Background: an optimization exercise with open tools, aiming at small area. Do not read the settings as production practice.
Function was checked by simulation only, so behaviour that the tests miss may differ from the original.
Power is estimated from default activity; no workload was simulated.

Setup of birch:
==> flow/design.v (excerpt) <==
module mucom_engine (
    input  wire        clk,
    input  wire        rst,
    input  wire        cmd_valid,
    output wire        cmd_ready,
    input  wire [3:0]  cmd_op,
    input  wire [7:0]  cmd_index,
    input  wire [3:0]  cmd_size,
    input  wire [63:0] cmd_data,
    input  wire [15:0] cmd_ms,
    output reg         res_valid,
    output reg  [1:0]  res_status,
    output wire        res_got,
    output wire [31:0] res_elapsed,
    output reg  [63:0] res_out,
    input  wire [31:0] now,
    input  wire        rx_valid,
    input  wire [7:0]  rx_byte,
    output wire        rx_ready,
    input  wire [15:0] tx_space,
    output wire        tx_valid,
    output wire [7:0]  tx_byte,
    input  wire        tx_ready,
    output wire        crit,
    output wire        flush_req,
    input  wire        flush_done,
    output wire        disp_valid,
    output wire [1:0]  disp_kind,
    output wire [3:0]  disp_dcnt,
    output wire [71:0] disp_data,
    input  wire        reply_valid,
    input  wire [7:0]  reply_index,
    input  wire [3:0]  reply_size,
    input  wire [63:0] reply_data
);
Size: ~430 I/O pins.
make LEC_CHECK=0 CAP_MARGIN=20 CORE_MARGIN=2 CORE_UTILIZATION=40 SLEW_MARGIN=20 finish   # period 10.0 ns
run.sh (not shown) runs the stock make flow with config.mk's settings and CLKGATE_MAP_FILE= SYNTH_SCRIPT=/design/flow/synth_recipe.tcl, a recipe that flattens the netlist after the stock synthesis.
No crash in birch: every stage finished, but the layout fails its final checks due to setup timing.
Modified inputs, cedar compared to birch
==> flow/flow/run.sh (new file) <==
#!/bin/bash
# Standard layout, with the smallest buffer (buf_1) on every input and output port
# in place of the default clkdlybuf4s50_1. Each tool's output goes to a log here.
set -euo pipefail
export BUFFER_PORTS_ARGS="-buffer_cell sky130_fd_sc_hd__buf_1"
bash standard.sh synth > synth.log 2>&1
bash standard.sh > layout.log 2>&1
==> flow/standard.sh (new file) <==
#!/bin/bash
# synth_recipe.tcl (not shown) runs the flow's synth.tcl, then flattens the netlist and writes it again
# the make line also repeats each setting of config.mk as NAME=value (left out here)
make -C /OpenROAD-flow-scripts/flow DESIGN_CONFIG=/design/flow/config.mk WORK_HOME=/design/flow/orfs CLKGATE_MAP_FILE= SYNTH_SCRIPT=/design/flow/synth_recipe.tcl "${@:-finish}"
removed: flow/run.sh
[summary]
Although cedar finished all stages, its layout failed final checks on setup timing. Reported for cedar and birch, post-synthesis cell type count turned out identical to the last digit. The lower number of antenna violations at the first check in global routing of cedar and birch is in birch. Compared cedar vs birch, and pin count of the biggest net entering global routing is up in cedar. Changes observed in cedar relative to birch: final critical delay including setup and external delays moved up, least setup slack across all paths after layout moved down. Going from birch to cedar, weighted congestion reported at the end of routability-driven placement went up, average routed wire per standard cell went down, power went down. Cells: cedar has more instances than birch.

mucom_engine, a different RTL version from the one above (not shown whole).
For scale: ~1700 cells after synthesis, about 350 flip-flops, about 430 I/O pins, roughly 17000 um^2 of cells after synthesis.
Design mucom_engine, start of the top module:
module mucom_engine (
    input  wire        clk,
    input  wire        rst,
    input  wire        cmd_valid,
    output wire        cmd_ready,
    input  wire [3:0]  cmd_op,
    input  wire [7:0]  cmd_index,
    input  wire [3:0]  cmd_size,
    input  wire [63:0] cmd_data,
    input  wire [15:0] cmd_ms,
    output reg         res_valid,
    output reg  [1:0]  res_status,
    output wire        res_got,
    output wire [31:0] res_elapsed,
    output reg  [63:0] res_out,
    input  wire [31:0] now,
    input  wire        rx_valid,
    input  wire [7:0]  rx_byte,
    output wire        rx_ready,
    input  wire [15:0] tx_space,
    output wire        tx_valid,
    output wire [7:0]  tx_byte,
    input  wire        tx_ready,
    output wire        crit,
    output wire        flush_req,
    input  wire        flush_done,
    output wire        disp_valid,
    output wire [1:0]  disp_kind,
    output wire [3:0]  disp_dcnt,
    output wire [71:0] disp_data,
    input  wire        reply_valid,
    input  wire [7:0]  reply_index,
    input  wire [3:0]  reply_size,
    input  wire [63:0] reply_data
);
Settings: LEC_CHECK=0, CAP_MARGIN=20, CORE_MARGIN=2, CORE_UTILIZATION=40, SLEW_MARGIN=20; clock period 10.0 ns.
standard.sh (not shown) runs the stock make flow with config.mk's settings and CLKGATE_MAP_FILE= SYNTH_SCRIPT=/design/flow/synth_recipe.tcl, a recipe that flattens the netlist after the stock synthesis.
==> flow/flow/run.sh <==
#!/bin/bash
# Standard layout with the smallest buffer (buf_1) on every input and output port
# and a clock tree of fewer, larger clusters without dummy loads. Each tool's
# output goes to a log of its own here.
set -euo pipefail
export BUFFER_PORTS_ARGS="-buffer_cell sky130_fd_sc_hd__buf_1"
export CTS_ARGS="-sink_clustering_enable -repair_clock_nets -buf_list sky130_fd_sc_hd__clkbuf_16 -sink_clustering_size 30 -sink_clustering_max_diameter 120 -dont_use_dummy_load"
bash standard.sh synth > synth.log 2>&1
bash standard.sh > layout.log 2>&1
The starting point finished with timing, DRC and antenna clean.
Then changed:
--- a/flow/flow/run.sh
+++ b/flow/flow/run.sh
@@ -6,3 +6,3 @@
 export BUFFER_PORTS_ARGS="-buffer_cell sky130_fd_sc_hd__buf_1"
-export CTS_ARGS="-sink_clustering_enable -repair_clock_nets -buf_list sky130_fd_sc_hd__clkbuf_16 -sink_clustering_size 30 -sink_clustering_max_diameter 120 -dont_use_dummy_load"
+export CTS_ARGS="-sink_clustering_enable -repair_clock_nets -buf_list sky130_fd_sc_hd__clkbuf_8 -sink_clustering_size 16 -sink_clustering_max_diameter 80 -dont_use_dummy_load"
 bash standard.sh synth > synth.log 2>&1
What happened:
- The changed run finished with timing, DRC and antenna clean
- wire length rises by 0.94%
- worst hold slack degrades by 21 ps
- maximum frequency stays flat
- worst setup slack degrades by 19 ps
- die area stays the same
- final cell count rises by 0.50%
- core utilization hardly moves
- global-route usage rises by 0.20 points
- register-to-register slack degrades by 20 ps
- synthesized area does not change
- sequential power stays flat
Then changed:
==> flow/flow/run.sh (replaced) <==
#!/bin/bash
# Standard layout, with the smallest buffer (buf_1) on every input and output port
# in place of the default clkdlybuf4s50_1. Each tool's output goes to a log here.
set -euo pipefail
export BUFFER_PORTS_ARGS="-buffer_cell sky130_fd_sc_hd__buf_1"
bash standard.sh synth > synth.log 2>&1
bash standard.sh > layout.log 2>&1
CTS_BUF_LIST = sky130_fd_sc_hd__clkbuf_4   (was not set)
CTS_CLUSTER_SIZE = 20   (was not set)
After rerunning: The changed run went through all stages and came out clean; routed wire length climbs slightly; global-route usage climbs by 0.60 points; cell count climbs by a few percent; non-clock buffer count does not change; area after synthesis is unchanged; utilization climbs by 2.0 points; die area is unchanged.

build 38:
Another version of the RTL of mucom_engine (not shown whole).
Size: ~350 flip-flops, ~430 I/O pins.
Settings: LEC_CHECK=0, CAP_MARGIN=0, CORE_MARGIN=2, CORE_UTILIZATION=65, SLEW_MARGIN=0; clock period 10.0 ns.
==> flow/flow/run.sh <==
#!/bin/bash
# Standard layout with the smallest buffer (buf_1) on every input and output port
# and a clock tree of fewer, larger clusters without dummy loads. Each tool's
# output goes to a log of its own here.
set -euo pipefail
export BUFFER_PORTS_ARGS="-buffer_cell sky130_fd_sc_hd__buf_1"
export CTS_ARGS="-sink_clustering_enable -repair_clock_nets -buf_list sky130_fd_sc_hd__clkbuf_8 -sink_clustering_size 16 -sink_clustering_max_diameter 80 -dont_use_dummy_load"
bash standard.sh synth > synth.log 2>&1
bash standard.sh > layout.log 2>&1
Having completed the whole flow, build 38 delivered a layout that passed the timing, design-rule and antenna checks.
Edits applied to the flow inputs when going from build 38 to build 63:
Settings: CORE_UTILIZATION: 65 -> 40; CAP_MARGIN: 0 -> 20; SLEW_MARGIN: 0 -> 20.
==> run summary <==
- On build 63: share of total power in combinational logic is 0.6 points lower than what build 38 gave.
- Build 63 ended up with met5 as its highest routing layer actually used; build 38 ended up with met4.
- On via count of the routed design, build 38 loses to build 63.
- [compare] base=build 38 new=build 63: end-of-flow core utilization now sits lower, relative contribution of the clock network to total power saw an increase, ratio of routed vias to standard cells moved down, sequential share of cell area -0.78 points.
#### Input delta (build 70 over build 63)
==> flow/flow/run.sh <==
#!/bin/bash
# The standard layout with three changes, each tool's output in a log of its own here:
#  - synthesis is the standard one, but its ABC run maps for area (flow/area.abc),
#  - the smallest buffer (buf_1) on every input and output port,
#  - a clock tree of fewer, larger clusters without dummy loads.
set -euo pipefail
here=$PWD
export BUFFER_PORTS_ARGS="-buffer_cell sky130_fd_sc_hd__buf_1"
export CTS_ARGS="-sink_clustering_enable -repair_clock_nets -buf_list sky130_fd_sc_hd__clkbuf_8 -sink_clustering_size 16 -sink_clustering_max_diameter 80 -dont_use_dummy_load"
export MY_ABC_SCRIPT=$here/flow/area.abc
std=$(grep -o 'SYNTH_SCRIPT=[^ ]*' standard.sh | head -n 1 | cut -d= -f2)
cat > my_synth.tcl <<EOT
# the standard synthesis script, with ABC's script swapped for flow/area.abc
proc abc {args} {
  set i [lsearch -exact \$args -script]
  if {\$i >= 0} { lset args [expr {\$i + 1}] \$::env(MY_ABC_SCRIPT) }
  yosys abc {*}\$args
}
source {$std}
EOT
sed "s|SYNTH_SCRIPT=[^ ]*|SYNTH_SCRIPT=$here/my_synth.tcl|" standard.sh > my_standard.sh
bash my_standard.sh synth > synth.log 2>&1
bash my_standard.sh > layout.log 2>&1
==> flow/flow/area.abc (new file) <==
strash
dch -f
map -a
mfs2
strash
dch -f
map -a
topo
stime -c
buffer -c
upsize -c
dnsize -c
==> comparison <==
Share of cells above drive strength 1 in build 70 is 0.93 points above build 63.
Between build 63 and build 70, core utilization increased.
Of the two values seen for path type of the worst setup path, flop to primary output was produced by build 63 and primary input to flop by build 70.
Critical path capture point = state[1]$_SDFFE_PP0P_: build 70; critical path capture point = tx_byte[1]: build 63
Max critical path depth across build 70 and build 63: build 70
Largest stage delay on the critical path in build 70 is 0.36 ns below build 63.
Diff build 63 -> build 70 | switching fraction of total power | decrease of 2.1 points
On design area: between build 70 and build 63, it ends up lower for build 70.

## middle
mucom_engine, a different RTL version from the one above (not shown whole).
Size in the first run: ~1700 cells after synthesis, roughly 350 flip-flops.
Settings: LEC_CHECK=0, CAP_MARGIN=20, CORE_MARGIN=2, CORE_UTILIZATION=40, SLEW_MARGIN=20; clock period 10.0 ns.
==> flow/flow/run.sh <==
#!/bin/bash
# The standard layout with three changes, each tool's output in a log of its own here:
#  - synthesis is the standard one, but without full-adder extraction and with
#    an ABC run that maps for area (flow/area.abc),
#  - the smallest buffer (buf_1) on every input and output port,
#  - a clock tree of fewer, larger clusters without dummy loads.
set -euo pipefail
here=$PWD
export BUFFER_PORTS_ARGS="-buffer_cell sky130_fd_sc_hd__buf_1"
export CTS_ARGS="-sink_clustering_enable -repair_clock_nets -buf_list sky130_fd_sc_hd__clkbuf_8 -sink_clustering_size 16 -sink_clustering_max_diameter 80 -dont_use_dummy_load"
export MY_ABC_SCRIPT=$here/flow/area.abc
std=$(grep -o 'SYNTH_SCRIPT=[^ ]*' standard.sh | head -n 1 | cut -d= -f2)
cat > my_synth.tcl <<EOT
# the standard synthesis script, with ABC's script swapped for flow/area.abc and
# no full-adder extraction, so ABC maps the adders' logic with the rest
proc extract_fa {args} {}
proc abc {args} {
  set i [lsearch -exact \$args -script]
  if {\$i >= 0} { lset args [expr {\$i + 1}] \$::env(MY_ABC_SCRIPT) }
  yosys abc {*}\$args
}
source {$std}
EOT
sed "s|SYNTH_SCRIPT=[^ ]*|SYNTH_SCRIPT=$here/my_synth.tcl|" standard.sh > my_standard.sh
bash my_standard.sh synth > synth.log 2>&1
bash my_standard.sh > layout.log 2>&1
==> flow/flow/area.abc <==
strash
dch -f
map -a
mfs2
strash
dch -f
map -a
mfs2
strash
dch -f
map -a
topo
stime -c
buffer -c
dnsize -c
The final layout from middle, which completed every stage, passed the timing, design-rule and antenna checks at the end of the flow.
Changes in south relative to middle:
--- a/flow/flow/run.sh
+++ b/flow/flow/run.sh
@@ -3,2 +3 @@
-#  - synthesis is the standard one, but without full-adder extraction and with
-#    an ABC run that maps for area (flow/area.abc),
+#  - synthesis is the standard one, but its ABC run maps for area (flow/area.abc),
@@ -14,3 +13 @@
-# the standard synthesis script, with ABC's script swapped for flow/area.abc and
-# no full-adder extraction, so ABC maps the adders' logic with the rest
-proc extract_fa {args} {}
+# the standard synthesis script, with ABC's script swapped for flow/area.abc
--- a/flow/flow/area.abc
+++ b/flow/flow/area.abc
@@ -1,4 +0,0 @@
-strash
-dch -f
-map -a
-mfs2
@@ -14,0 +11 @@
+upsize -c
Min worst setup slack after layout across middle and south: south
Compare middle and south | part of the cycle the worst path needs higher: south
south finished every stage and its layout cleared the timing, design-rule and antenna checks.
Going from middle to south, area after detailed placement picked up an extra 3.9%; time the worst path needs with I/O delays and setup moved up; total wirelength of the detailed-routed design fell 1.5%; number of distinct library cell variants in the gate-level netlist after synthesis has increased.
Lower power consumption among middle and south: south

==> static timing again, ports no longer ideal <==
The flow's constraints put no driver on any port. The routed layouts listed below were extracted and timed again, unchanged, in two steps.
Step 1 (the two cells are an assumption about what drives the block):
set clk [get_ports {clk}]
set_driving_cell -lib_cell sky130_fd_sc_hd__clkbuf_16 $clk
set_driving_cell -lib_cell sky130_fd_sc_hd__buf_2 [delete_from_list [all_inputs] $clk]
Step 2, shift: input delay + t, output delay - t, t = (earliest + latest rising clock arrival at the registers) / 2. This alone moves slack from input paths to output paths.
Slacks: ideal / step 1 / step 2; pairs: ideal / step 1.
| run | t, ns | setup slack, ns | latest minus earliest clock arrival (ns) | worst register clock-pin slew, ns | pins driven straight from the clock port |
|---|---|---|---|---|---|
| birch | 0.603 | -3.981 / -4.039 / -3.436 | 0.020 / 0.020 | 0.06 / 0.06 | 1 |
| cedar | 0.623 | -3.998 / -4.060 / -3.437 | 0.025 / 0.026 | 0.06 / 0.06 | 1 |
| the first run of note 2 | 0.573 | 2.193 / 2.140 / 1.979 | 0.040 / 0.039 | 0.12 / 0.12 | 1 |
| the second run of note 2 | 0.665 | 2.174 / 2.124 / 1.896 | 0.119 / 0.119 | 0.11 / 0.11 | 1 |
| the third run of note 2 | 0.843 | 1.907 / 1.855 / 1.994 | 0.072 / 0.072 | 0.08 / 0.08 | 1 |
| build 38 | 0.631 | 1.846 / 1.847 / 1.216 | 0.071 / 0.071 | 0.12 / 0.12 | 1 |
| build 63 | 0.665 | 2.174 / 2.124 / 1.896 | 0.119 / 0.119 | 0.11 / 0.11 | 1 |
| build 70 | 0.637 | 0.791 / 0.815 / 0.178 | 0.074 / 0.074 | 0.11 / 0.11 | 1 |
| middle | 0.662 | 1.156 / 1.156 / 0.982 | 0.061 / 0.061 | 0.12 / 0.12 | 1 |
| south | 0.666 | 0.855 / 0.855 / 0.370 | 0.064 / 0.064 | 0.11 / 0.11 | 1 |
For build 38, which loses most, drivers alone change the setup slack by +0.001 ns; drivers and shift together by -0.630 ns.
